Source: an optimization exercise on an open RTL-to-GDS flow (aim: small area, a short achievable clock period and few clock cycles). Production flows keep margins and buffers that such runs may drop.
The RTL was checked by simulation tests, not by an equivalence proof against the original design.

==> flow/design.v <==
module ctmmu_tlb (
    input  wire        clk,
    input  wire        rst,
    input  wire [18:0] key,
    output wire        hit,
    output wire [1:0]  hit_idx,
    input  wire [7:0]  idx,
    output wire        idx_ok,
    output wire [31:0] idx_frame,
    input  wire        do_hit,      
    input  wire        do_miss,     
    input  wire [31:0] frame,
    input  wire        do_reset     
);
    reg [3:0]  valid;
    reg [18:0] keys   [0:3];
    reg [31:0] frames [0:3];
    reg [1:0]  lru    [0:3];
    wire [3:0] match;
    genvar g;
    generate
        for (g = 0; g < 4; g = g + 1) begin : g_m
            assign match[g] = valid[g] && (keys[g] == key);
        end
    endgenerate
    assign hit     = |match;
    assign hit_idx = match[0] ? 2'd0 : match[1] ? 2'd1 : match[2] ? 2'd2 : 2'd3;
    wire [1:0] sel = idx[1:0];
    assign idx_ok    = (idx[7:2] == 6'd0) && match[sel];
    assign idx_frame = frames[sel];
    wire [1:0] hit_lru = lru[sel];
    integer i;
    always @(posedge clk) begin
        if (rst || do_reset) begin
            for (i = 0; i < 4; i = i + 1) begin
                valid[i] <= 1'b0;
                lru[i]   <= i[1:0];
            end
        end else if (do_hit) begin
            for (i = 0; i < 4; i = i + 1) begin
                if (i[1:0] == sel)
                    lru[i] <= 2'd3;
                else if (lru[i] > hit_lru)
                    lru[i] <= lru[i] - 2'd1;
            end
        end else if (do_miss) begin
            for (i = 0; i < 4; i = i + 1) begin
                if (lru[i] == 2'd0) begin
                    valid[i] <= 1'b1;
                    lru[i]   <= 2'd3;
                end else begin
                    lru[i]   <= lru[i] - 2'd1;
                end
            end
        end
    end
    always @(posedge clk) begin
        for (i = 0; i < 4; i = i + 1) begin
            if (do_miss && lru[i] == 2'd0) begin
                keys[i]   <= key;
                frames[i] <= frame;
            end
        end
    end
endmodule
module ctmmu_top (
    input  wire        clk,
    input  wire        rst,         
    input  wire        cmd_valid,
    output wire        cmd_ready,
    input  wire [63:0] cmd,
    output reg         rsp_valid,
    output wire [63:0] rsp,
    output reg         fatal,
    output wire [3:0]  fcode
);
    localparam [3:0] ST_OK        = 4'h0;
    localparam [3:0] ST_ABSENT    = 4'h3;
    localparam [3:0] ST_F_ALLOC   = 4'h8;
    localparam [3:0] ST_F_BMRANGE = 4'h9;
    localparam [3:0] ST_ILLEGAL   = 4'hC;
    localparam [3:0] ST_BADHIT    = 4'hD;
    localparam [3:0] ST_HALTED    = 4'hF;
    reg fcz_pend;            
    reg ffz_pend;            
    assign cmd_ready = !fcz_pend && !ffz_pend;
    wire lo56_zero = (cmd[55:0] == 56'd0);
    wire is_va_decode  = (cmd[63:32] == 32'h0100_0000);
    wire is_bm_ffz     = (cmd[63:56] == 8'h10) && lo56_zero;
    wire is_bm_fcz     = (cmd[63:56] == 8'h11) && lo56_zero;
    wire is_bm_set     = (cmd[63:32] == 32'h1200_0000) && (cmd[7:1] == 7'd0);
    wire is_bm_clear   = (cmd[63:56] == 8'h13) && lo56_zero;
    wire is_tlb_hitidx = (cmd[63:51] == {8'h20, 5'd0}) && (cmd[31:0] == 32'd0);
    wire is_tlb_dohit  = (cmd[63:51] == {8'h21, 5'd0}) && (cmd[31:8] == 24'd0);
    wire is_tlb_domiss = (cmd[63:51] == {8'h22, 5'd0});
    wire is_tlb_reset  = (cmd[63:56] == 8'h23) && lo56_zero;
    wire legal = is_va_decode | is_bm_ffz | is_bm_fcz | is_bm_set | is_bm_clear |
                 is_tlb_hitidx | is_tlb_dohit | is_tlb_domiss | is_tlb_reset;
    wire take = cmd_valid && !fcz_pend && !ffz_pend && !rst;
    wire run  = take && !fatal;           
    wire [18:0] f_key  = cmd[50:32];
    wire [4:0]  f_row  = cmd[20:16];
    wire [4:0]  f_col  = cmd[12:8];
    wire        f_val  = cmd[0];
    wire        set_in_range = (cmd[31:21] == 11'd0) && (cmd[15:13] == 3'd0);
    reg  [1023:1] bm;
    wire [1024:0] b = {1'b1, bm, 1'b1};    
    reg [31:0] row_free, row_pair;
    integer r, c, k;
    always @(*) begin
        for (r = 0; r < 32; r = r + 1) begin
            row_free[r] = ~&b[32*r +: 32];
            row_pair[r] = |(~b[32*r +: 32] & ~b[32*r+1 +: 32]);
        end
    end
    function [31:0] first_oh(input [31:0] v);
        integer i, g, j;
        reg [3:0] gany;
        begin
            for (g = 0; g < 4; g = g + 1)
                gany[g] = |v[8*g +: 8];
            for (i = 0; i < 32; i = i + 1) begin
                g = i / 8;
                j = i % 8;
                first_oh[i] = v[i] && !(|(v[8*g +: 8] & ((8'd1 << j) - 8'd1)))
                                   && !(|(gany & ((4'd1 << g) - 4'd1)));
            end
        end
    endfunction
    function [4:0] enc_oh(input [31:0] oh);
        integer i, m;
        begin
            enc_oh = 5'd0;
            for (m = 0; m < 5; m = m + 1)
                for (i = 0; i < 32; i = i + 1)
                    if ((i >> m) & 1) enc_oh[m] = enc_oh[m] | oh[i];
        end
    endfunction
    wire        s1_pair_n = (cmd[63:56] == 8'h11) && !fcz_pend && !ffz_pend;
    reg         s1_pair;
    reg  [31:0] sel_oh;
    reg  [4:0]  sel_row;
    reg         sel_any;
    reg         s1_ok;       
    always @(posedge clk) begin
        s1_pair <= s1_pair_n;
        sel_oh  <= s1_pair_n ? first_oh(row_pair) : first_oh(row_free);
        sel_row <= s1_pair_n ? enc_oh(first_oh(row_pair)) : enc_oh(first_oh(row_free));
        sel_any <= s1_pair_n ? |row_pair : |row_free;
    end
    reg  [32:0] rowbits;
    always @(*) begin
        rowbits = 33'd0;
        for (r = 0; r < 32; r = r + 1)
            rowbits = rowbits | ({33{sel_oh[r]}} & b[32*r +: 33]);
    end
    wire [31:0] cand = s1_pair ? (~rowbits[31:0] & ~rowbits[32:1]) : ~rowbits[31:0];
    wire [9:0]  s_n     = {sel_row, enc_oh(first_oh(cand))};
    wire        s_found = sel_any;
    reg  [9:0]  ffz_res;
    reg         ffz_found;
    reg         ffz_ok;      
    always @(posedge clk)
        if (!s1_pair) begin
            ffz_res   <= s_n;
            ffz_found <= s_found;
        end
    wire        tlb_hit;
    wire [1:0]  tlb_hit_idx;
    wire        tlb_idx_ok;
    wire [31:0] tlb_idx_frame;
    ctmmu_tlb u_tlb (
        .clk       (clk),
        .rst       (rst),
        .key       (f_key),
        .hit       (tlb_hit),
        .hit_idx   (tlb_hit_idx),
        .idx       (cmd[7:0]),
        .idx_ok    (tlb_idx_ok),
        .idx_frame (tlb_idx_frame),
        .do_hit    (run && is_tlb_dohit && tlb_idx_ok),
        .do_miss   (run && is_tlb_domiss),
        .frame     (cmd[31:0]),
        .do_reset  (run && is_tlb_reset)
    );
    reg [3:0]  st_n;
    reg [31:0] data_n;
    always @(*) begin
        st_n   = ST_OK;
        data_n = 32'd0;
        if (!legal) begin
            st_n = ST_ILLEGAL;
        end else if (is_va_decode) begin
            data_n = {4'd0, cmd[27:0]};
        end else if (fatal) begin
            st_n = ST_HALTED;
        end else if (is_bm_ffz) begin
            if (ffz_found) data_n = {11'd0, ffz_res[9:5], 3'd0, ffz_res[4:0], 8'd0};
            else         st_n   = ST_F_ALLOC;
        end else if (is_bm_set) begin
            if (!set_in_range) st_n = ST_F_BMRANGE;
        end else if (is_tlb_hitidx) begin
            if (tlb_hit) data_n = {30'd0, tlb_hit_idx};
            else         st_n   = ST_ABSENT;
        end else if (is_tlb_dohit) begin
            if (tlb_idx_ok) data_n = tlb_idx_frame;
            else            st_n   = ST_BADHIT;
        end
        if (fcz_pend) begin
            st_n   = s_found ? ST_OK : ST_F_ALLOC;
            data_n = s_found ? {11'd0, s_n[9:5], 3'd0, s_n[4:0], 8'd0} : 32'd0;
        end else if (ffz_pend) begin
            st_n   = ffz_found ? ST_OK : ST_F_ALLOC;
            data_n = ffz_found ? {11'd0, ffz_res[9:5], 3'd0, ffz_res[4:0], 8'd0} : 32'd0;
        end
    end
    reg [3:0]  rsp_st;
    reg [31:0] rsp_data;
    reg        fc_range;     
    assign rsp   = {rsp_st, 28'd0, rsp_data};
    assign fcode = {fatal, 2'b00, fc_range};
    wire bm_write = run && is_bm_set && set_in_range;
    wire bm_clr   = rst || (run && is_bm_clear);
    wire ffz_now    = (run && is_bm_ffz && ffz_ok) || (ffz_pend && ffz_ok);
    wire ffz_wait   = run && is_bm_ffz && !ffz_ok;
    wire fcz_start  = run && is_bm_fcz;
    wire alloc_fail = (ffz_now && !ffz_found) || (fcz_pend && !s_found);
    wire range_fail = run && is_bm_set && !set_in_range;
    always @(posedge clk) begin
        rsp_st   <= st_n;
        rsp_data <= data_n;
        if (rst) begin
            rsp_valid <= 1'b0;
            fcz_pend  <= 1'b0;
            ffz_pend  <= 1'b0;
            fatal     <= 1'b0;
            fc_range  <= 1'b0;
        end else begin
            rsp_valid <= (take && !fcz_start && !ffz_wait) || fcz_pend || (ffz_pend && ffz_ok);
            fcz_pend  <= fcz_start;
            ffz_pend  <= ffz_wait || (ffz_pend && !ffz_ok);
            if (alloc_fail || range_fail) begin
                fatal    <= 1'b1;
                fc_range <= range_fail;
            end
        end
    end
    wire bm_change = bm_clr || bm_write;
    always @(posedge clk) begin
        s1_ok  <= !bm_change;
        ffz_ok <= !bm_change && (s1_pair ? ffz_ok : s1_ok);
    end
    wire up_zero  = (cmd[55:32] == 24'd0);
    wire set_a    = run && (cmd[63:56] == 8'h12) && up_zero;
    wire clr_a    = rst || (run && (cmd[63:56] == 8'h13) && up_zero);
    wire set_b    = !cmd[56] && (cmd[7:1] == 7'd0) && set_in_range;
    wire clr_b    = rst || (cmd[56] && (cmd[31:0] == 32'd0));
    wire        d_all = f_val && !rst;
    wire [31:0] row_en, col_en;
    genvar gr, gc;
    generate
        for (gr = 0; gr < 32; gr = gr + 1) begin : g_re
            assign row_en[gr] = clr_a || (set_a && f_row == gr);
            assign col_en[gr] = clr_b || (set_b && f_col == gr);
        end
        for (gr = 0; gr < 32; gr = gr + 1) begin : g_r
            for (gc = 0; gc < 32; gc = gc + 1) begin : g_c
                if (gr != 0 || gc != 0) begin : g_b
                    always @(posedge clk)
                        if (row_en[gr] && col_en[gc]) bm[32*gr+gc] <= d_all;
                end
            end
        end
    endgenerate
endmodule
clock: 8.0 ns
lec_check: 0
abc_clock_period_in_ps: 1500
cap_margin: 20
core_margin: 2
core_utilization: 30
setup_slack_margin: 4
slew_margin: 20
run.sh (not shown) runs the stock make flow with config.mk's settings and CLKGATE_MAP_FILE= SYNTH_SCRIPT=/design/flow/synth_recipe.tcl, a recipe that flattens the netlist after the stock synthesis.
Testbench counts at the start, summed over its fixed seeds: cycles 66,794.
==> next run, changes <==
--- a/flow/design.v
+++ b/flow/design.v
@@ -136,17 +136,15 @@
                     if ((i >> m) & 1) enc_oh[m] = enc_oh[m] | oh[i];
         end
     endfunction
-    wire        s1_pair_n = (cmd[63:56] == 8'h11) && !fcz_pend && !ffz_pend;
-    reg         s1_pair;
+    wire        fcz_start;
     reg  [31:0] sel_oh;
     reg  [4:0]  sel_row;
     reg         sel_any;
     reg         s1_ok;       
     always @(posedge clk) begin
-        s1_pair <= s1_pair_n;
-        sel_oh  <= s1_pair_n ? first_oh(row_pair) : first_oh(row_free);
-        sel_row <= s1_pair_n ? enc_oh(first_oh(row_pair)) : enc_oh(first_oh(row_free));
-        sel_any <= s1_pair_n ? |row_pair : |row_free;
+        sel_oh  <= fcz_start ? first_oh(row_pair) : first_oh(row_free);
+        sel_row <= fcz_start ? enc_oh(first_oh(row_pair)) : enc_oh(first_oh(row_free));
+        sel_any <= fcz_start ? |row_pair : |row_free;
     end
     reg  [32:0] rowbits;
     always @(*) begin
@@ -154,14 +152,14 @@
         for (r = 0; r < 32; r = r + 1)
             rowbits = rowbits | ({33{sel_oh[r]}} & b[32*r +: 33]);
     end
-    wire [31:0] cand = s1_pair ? (~rowbits[31:0] & ~rowbits[32:1]) : ~rowbits[31:0];
+    wire [31:0] cand = fcz_pend ? (~rowbits[31:0] & ~rowbits[32:1]) : ~rowbits[31:0];
     wire [9:0]  s_n     = {sel_row, enc_oh(first_oh(cand))};
     wire        s_found = sel_any;
     reg  [9:0]  ffz_res;
     reg         ffz_found;
     reg         ffz_ok;      
     always @(posedge clk)
-        if (!s1_pair) begin
+        if (!fcz_pend) begin
             ffz_res   <= s_n;
             ffz_found <= s_found;
         end
@@ -223,7 +221,7 @@
     wire bm_clr   = rst || (run && is_bm_clear);
     wire ffz_now    = (run && is_bm_ffz && ffz_ok) || (ffz_pend && ffz_ok);
     wire ffz_wait   = run && is_bm_ffz && !ffz_ok;
-    wire fcz_start  = run && is_bm_fcz;
+    assign fcz_start = run && is_bm_fcz;
     wire alloc_fail = (ffz_now && !ffz_found) || (fcz_pend && !s_found);
     wire range_fail = run && is_bm_set && !set_in_range;
     always @(posedge clk) begin
@@ -248,20 +246,15 @@
     wire bm_change = bm_clr || bm_write;
     always @(posedge clk) begin
         s1_ok  <= !bm_change;
-        ffz_ok <= !bm_change && (s1_pair ? ffz_ok : s1_ok);
-    end
-    wire up_zero  = (cmd[55:32] == 24'd0);
-    wire set_a    = run && (cmd[63:56] == 8'h12) && up_zero;
-    wire clr_a    = rst || (run && (cmd[63:56] == 8'h13) && up_zero);
-    wire set_b    = !cmd[56] && (cmd[7:1] == 7'd0) && set_in_range;
-    wire clr_b    = rst || (cmd[56] && (cmd[31:0] == 32'd0));
-    wire        d_all = f_val && !rst;
+        ffz_ok <= !bm_change && (fcz_pend ? ffz_ok : s1_ok);
+    end
+    wire        d_all = f_val && !bm_clr;
     wire [31:0] row_en, col_en;
     genvar gr, gc;
     generate
         for (gr = 0; gr < 32; gr = gr + 1) begin : g_re
-            assign row_en[gr] = clr_a || (set_a && f_row == gr);
-            assign col_en[gr] = clr_b || (set_b && f_col == gr);
+            assign row_en[gr] = bm_clr || (bm_write && f_row == gr);
+            assign col_en[gr] = bm_clr || f_col == gr;
         end
         for (gr = 0; gr < 32; gr = gr + 1) begin : g_r
             for (gc = 0; gc < 32; gc = gc + 1) begin : g_c
Count of clock-buffer cells in the layout climbs by 16.
Worst setup slack gets better by 0.048 ns.
Via count increases by 5.6%.
Synthesized cell count increases by 0.79%.
Non-clock buffer count climbs by 78.
Clock skew stays flat.
Testbench counts after the change, summed over its fixed seeds: cycles 66,794.

[static timing again, ports no longer ideal]
The flow's constraints put no driver on any port. The routed layouts listed below were extracted and timed again, unchanged, in two steps. Step 1 sets driving cells, clkbuf_16 on the clock port and buf_2 on the other inputs (assumed; they add their load-dependent delay and slew). Step 2 times the ports against the registers' clock, not the clock port: input delays grow and output delays shrink by t, the midpoint of the rising clock arrivals with the driver on. Three values: ideal ports, drivers, drivers and shift; two values: the first two.
run | t, ns | setup WS [ns] | worst setup path after step 2
the first run | 0.952 | 3.701 / 3.701 / 3.005 | input to register
the second run | 0.951 | 3.749 / 3.749 / 2.858 | input to register
After both steps setup and hold are still met in every run listed. For the second run, which loses most, drivers alone change the setup slack by 0.000 ns; drivers and shift together by -0.891 ns.
